This is an optimization exercise on Yosys and OpenROAD, whose aim is small area, not a production implementation.
In this exercise RTL edits were held to simulation tests only and were not proved equivalent to the original.
Power and IR drop assume default switching activity.

Design lnav_deframer, start of the top module:
module lnav_deframer (
    input  wire         clk,
    input  wire         rst,             
    input  wire [7:0]   in_data,
    input  wire         in_valid,
    output wire         in_ready,
    output wire [719:0] out_record,
    output wire         out_valid,
    input  wire         out_ready,
    input  wire [3:0]   status_index,
    output wire         status_bit
);
    localparam [7:0] ESC   = 8'h10;
    localparam [7:0] START = 8'h02;
    localparam [7:0] END   = 8'h03;
    localparam [6:0] FRAME_LEN = 7'd93;   
    localparam [6:0] SHIFT_LEN = 7'd92;   
    localparam [1:0] S_IDLE       = 2'd0;
    localparam [1:0] S_ESC_SEEN   = 2'd1;
    localparam [1:0] S_IN_FRAME   = 2'd2;
    localparam [1:0] S_IN_FRAME_E = 2'd3;
    reg [1:0]   state;
    reg [6:0]   buf_len;
    reg [7:0]   buf_xor;                  
    reg         id_ok;                    
    reg         out_pending;
    reg [719:0] rec;                      
    wire step = in_valid && !out_pending;
    wire is_esc   = (in_data == ESC);
    wire is_start = (in_data == START);
    wire is_end   = (in_data == END);
    reg       do_append;
    reg       do_clear;
    reg       do_dispatch;
    reg [1:0] next_state;
    always @(*) begin
        do_append   = 1'b0;
        do_clear    = 1'b0;
        do_dispatch = 1'b0;
        next_state  = state;
        case (state)
            S_IDLE: begin
                if (is_esc) next_state = S_ESC_SEEN;
            end
            S_ESC_SEEN: begin
                do_clear   = 1'b1;
                next_state = is_start ? S_IN_FRAME : S_IDLE;
            end
            S_IN_FRAME: begin
                if (is_esc) next_state = S_IN_FRAME_E;
                else        do_append  = 1'b1;
            end
            default: begin  
                if (is_esc) begin
                    do_append   = 1'b1;
                    next_state  = S_IN_FRAME;
                end else if (is_start) begin
                    do_clear    = 1'b1;
                    next_state  = S_IN_FRAME;
                end else begin
  ...
Size: about 740 I/O pins, roughly 0.023 mm2 of cells after synthesis.
export LEC_CHECK = 0
export CAP_MARGIN = 20
export CORE_AREA = 2 2 108 398
export CTS_BUF_LIST = sky130_fd_sc_hd__clkbuf_4
export CTS_CLUSTER_SIZE = 30
export DIE_AREA = 0 0 110 400
export SLEW_MARGIN = 20
create_clock -name core_clock -period 8.0 [get_ports {clk}]
run.sh (not shown) runs the stock make flow with config.mk's settings and CLKGATE_MAP_FILE= SYNTH_SCRIPT=/design/flow/synth_recipe.tcl, a recipe that flattens the netlist after the stock synthesis.
Change:
==> flow/flow/run.sh (new file) <==
#!/bin/bash
# Standard layout with two changes: the port buffers are the smallest buffer
# (buf_1) instead of the resizer's default pick, and clock tree synthesis adds
# no dummy loads. Each tool's output goes to its own log under orfs/logs; the
# make output goes to flow_make.log.
set -euo pipefail
bash standard.sh \
  "BUFFER_PORTS_ARGS=-buffer_cell sky130_fd_sc_hd__buf_1" \
  "CTS_ARGS=-sink_clustering_enable -repair_clock_nets -sink_clustering_size 30 -buf_list sky130_fd_sc_hd__clkbuf_4 -dont_use_dummy_load" \
  finish > flow_make.log 2>&1
==> flow/standard.sh (new file) <==
#!/bin/bash
# synth_recipe.tcl (not shown) runs the flow's synth.tcl, then flattens the netlist and writes it again
# the make line also repeats each setting of config.mk as NAME=value (left out here)
make -C /OpenROAD-flow-scripts/flow DESIGN_CONFIG=/design/flow/config.mk WORK_HOME=/design/flow/orfs CLKGATE_MAP_FILE= SYNTH_SCRIPT=/design/flow/synth_recipe.tcl "${@:-finish}"
- ABC_AREA: unset -> 1
removed: flow/run.sh
Result: Power went down by 8.3%. Register-to-register slack gets worse by 80 ps. Global-route usage went down by 3.2 points. Clock skew stays flat. Non-clock buffer count went down by 1.
Change:
==> flow/run.sh (new file) <==
#!/bin/bash
# synth_recipe.tcl (not shown) runs the flow's synth.tcl, then flattens the netlist and writes it again
# the make line also repeats each setting of config.mk as NAME=value (left out here)
make -C /OpenROAD-flow-scripts/flow DESIGN_CONFIG=/design/flow/config.mk WORK_HOME=/design/flow/orfs CLKGATE_MAP_FILE= SYNTH_SCRIPT=/design/flow/synth_recipe.tcl finish
- ABC_AREA: 1 -> unset
- CORE_AREA: 2 2 108 398 -> unset
- CORE_MARGIN: unset -> 2
- CORE_UTILIZATION: unset -> 65
- DIE_AREA: 0 0 110 400 -> unset
removed: flow/flow/run.sh
removed: flow/standard.sh
Now the flow died in 3_2_place_iop (PPL-0024).
Synthesized cell count goes down by 5.7%.
Area after synthesis goes down by 0.58%.
Change:
- CORE_UTILIZATION: 65 -> 40
- CTS_BUF_LIST: sky130_fd_sc_hd__clkbuf_4 -> unset
- CTS_CLUSTER_SIZE: 30 -> unset
After rerunning: The new run finished with timing, DRC and antenna clean; area after synthesis does not change; synthesized cell count does not change.
Change:
==> flow/flow/run.sh (new file) <==
#!/bin/bash
# Standard layout with two changes: the port buffers are the smallest buffer
# (buf_1) instead of the resizer's default pick, and clock tree synthesis adds
# no dummy loads. Each tool's output goes to its own log under orfs/logs; the
# make output goes to flow_make.log.
set -euo pipefail
bash standard.sh \
  "BUFFER_PORTS_ARGS=-buffer_cell sky130_fd_sc_hd__buf_1" \
  "CTS_ARGS=-sink_clustering_enable -repair_clock_nets -sink_clustering_size 30 -buf_list sky130_fd_sc_hd__clkbuf_4 -dont_use_dummy_load" \
  finish > flow_make.log 2>&1
==> flow/standard.sh (new file) <==
#!/bin/bash
# synth_recipe.tcl (not shown) runs the flow's synth.tcl, then flattens the netlist and writes it again
# the make line also repeats each setting of config.mk as NAME=value (left out here)
make -C /OpenROAD-flow-scripts/flow DESIGN_CONFIG=/design/flow/config.mk WORK_HOME=/design/flow/orfs CLKGATE_MAP_FILE= SYNTH_SCRIPT=/design/flow/synth_recipe.tcl "${@:-finish}"
- CORE_UTILIZATION: 40 -> 65
- CTS_BUF_LIST: unset -> sky130_fd_sc_hd__clkbuf_4
- CTS_CLUSTER_SIZE: unset -> 30
removed: flow/run.sh
What happened: The changed run ended with an error in 3_2_place_iop, error PPL-0024; synthesized area does not change; synthesized cell count does not change.

========
== run A ==
lnav_deframer, a different RTL version from the one above (not shown whole).
Size in the first run: roughly 740 flip-flops, roughly 740 I/O pins.
==> flow/config.mk <==
export PLATFORM = sky130hd
export DESIGN_NAME = lnav_deframer
export DESIGN_NICKNAME = lnav_deframer
export VERILOG_FILES = /design/flow/design.v
export SDC_FILE = /design/flow/constraint.sdc
export NUM_CORES = 4
export LEC_CHECK = 0
export ABC_AREA = 1
export CAP_MARGIN = 20
export CORE_AREA = 2 2 108 398
export CTS_BUF_LIST = sky130_fd_sc_hd__clkbuf_4
export CTS_CLUSTER_SIZE = 30
export DIE_AREA = 0 0 110 400
export SLEW_MARGIN = 20
==> flow/constraint.sdc <==
create_clock -name core_clock -period 8.0 [get_ports {clk}]
set_input_delay 1.6000 -clock core_clock [delete_from_list [all_inputs] [get_ports {clk}]]
set_output_delay 1.6000 -clock core_clock [all_outputs]
set_load 0.01 [all_outputs]
standard.sh (not shown) runs the stock make flow with config.mk's settings and CLKGATE_MAP_FILE= SYNTH_SCRIPT=/design/flow/synth_recipe.tcl, a recipe that flattens the netlist after the stock synthesis.
==> flow/flow/run.sh <==
#!/bin/bash
# Standard layout with two changes: the port buffers are the smallest buffer
# (buf_1) instead of the resizer's default pick, and clock tree synthesis adds
# no dummy loads. Each tool's output goes to its own log under orfs/logs; the
# make output goes to flow_make.log.
set -euo pipefail
bash standard.sh \
  "BUFFER_PORTS_ARGS=-buffer_cell sky130_fd_sc_hd__buf_1" \
  "CTS_ARGS=-sink_clustering_enable -repair_clock_nets -sink_clustering_size 20 -sink_clustering_max_diameter 45 -buf_list sky130_fd_sc_hd__clkbuf_8 -dont_use_dummy_load" \
  finish > flow_make.log 2>&1
Setup changes, run A to run B
==> flow/flow/run.sh <==
#!/bin/bash
# Standard layout with two changes: the port buffers are the smallest buffer
# (buf_1) instead of the resizer's default pick, and clock tree synthesis adds
# no dummy loads. Each tool's output goes to its own log under orfs/logs; the
# make output goes to flow_make.log.
set -euo pipefail
bash standard.sh \
  "BUFFER_PORTS_ARGS=-buffer_cell sky130_fd_sc_hd__buf_1" \
  "CTS_ARGS=-sink_clustering_enable -repair_clock_nets -sink_clustering_size 18 -sink_clustering_max_diameter 35 -buf_list sky130_fd_sc_hd__clkbuf_8 -dont_use_dummy_load" \
  finish > flow_make.log 2>&1
==> flow/config.mk <==
export PLATFORM = sky130hd
export DESIGN_NAME = lnav_deframer
export DESIGN_NICKNAME = lnav_deframer
export VERILOG_FILES = /design/flow/design.v
export SDC_FILE = /design/flow/constraint.sdc
export NUM_CORES = 4
export LEC_CHECK = 0
export CAP_MARGIN = 20
export CORE_AREA = 2 2 82 420
export DIE_AREA = 0 0 84 422
export SLEW_MARGIN = 20
## What came out
Run B finished every stage and its layout cleared the timing, design-rule and antenna checks. Run B — met2 layer wire length in the routed design 960 um lower, run A as reference. Between run B and run A, count of cell types in the netlist is lower for run A, run B comes in above that. Of run B and run A, the run reporting the higher final wirelength was run A. Delta (run B minus run A): global-route wire length before repair down about 3%; part of the total power dissipated in the clock network increased by 0.9 points relative to the old numbers; total clock buffers created by CTS went up by 12%; met2 layer usage reported by global route went up 7.8 points; power increased by 1.1% relative to the old numbers. Compared run B vs run A, and inverter count of the layout excluding clock inverters is down in run B.
Input changes introduced in run C (baseline for comparison: run B):
==> flow/flow/run.sh <==
#!/bin/bash
# Standard layout with two changes: the port buffers are the smallest buffer
# (buf_1) instead of the resizer's default pick, and clock tree synthesis adds
# no dummy loads. Each tool's output goes to its own log under orfs/logs; the
# make output goes to flow_make.log.
set -euo pipefail
bash standard.sh \
  "BUFFER_PORTS_ARGS=-buffer_cell sky130_fd_sc_hd__buf_1" \
  "CTS_ARGS=-sink_clustering_enable -repair_clock_nets -sink_clustering_size 16 -sink_clustering_max_diameter 40 -buf_list sky130_fd_sc_hd__clkbuf_8 -dont_use_dummy_load" \
  finish > flow_make.log 2>&1
==> comparison <==
Cell area after synthesis: run B vs run C — no meaningful difference. Taking run B as the reference, in run C share of the core filled with cells saw an increase, relative max-transition margin saw an increase, power consumed by the clock network saw an increase, critical path depth saw little to no change. For final worst-path cycle share, run C and run B come out practically identical. Run C against run B; number of global-route vias before repair is up slightly. Taking run B as the reference, in run C number of antenna repair diodes now sits at about the same level; routed length on met1 has decreased; number of nets in the finished design up 5.

==> re-timing with driven ports <==
The flow's constraints put no driver on any port. The routed layouts listed below were extracted and timed again, unchanged, in two steps. Step 1 assumes that a clkbuf_16 drives the clock port and a buf_2 every other input. Step 2, shift: input delay + t, output delay - t, t = (earliest + latest rising clock arrival at the registers) / 2. This alone moves slack from input paths to output paths. a / b / c = ideal ports / drivers / drivers and shift; a / b = the first two.
run	t, ns	setup slack, ns	worst register clock-pin slew, ns	worst data-port slew with drivers (ns)	cell pins on the clock port's net
the first run of note 1	0.916	2.529 / 2.391 / 2.391	0.10 / 0.10	0.13	1
the second run of note 1	0.917	3.689 / 3.594 / 3.332	0.09 / 0.09	0.09	1
the fourth run of note 1	0.647	2.600 / 2.517 / 2.517	0.06 / 0.06	0.09	1
run A	0.669	3.643 / 3.552 / 3.312	0.12 / 0.12	0.13	1
run B	0.649	3.449 / 3.410 / 3.153	0.12 / 0.12	0.10	1
run C	0.667	3.452 / 3.413 / 3.150	0.11 / 0.11	0.10	1
After both steps setup and hold are still met in every run listed. For the second run of note 1, which loses most, drivers alone change the setup slack by -0.095 ns; drivers and shift together by -0.357 ns.
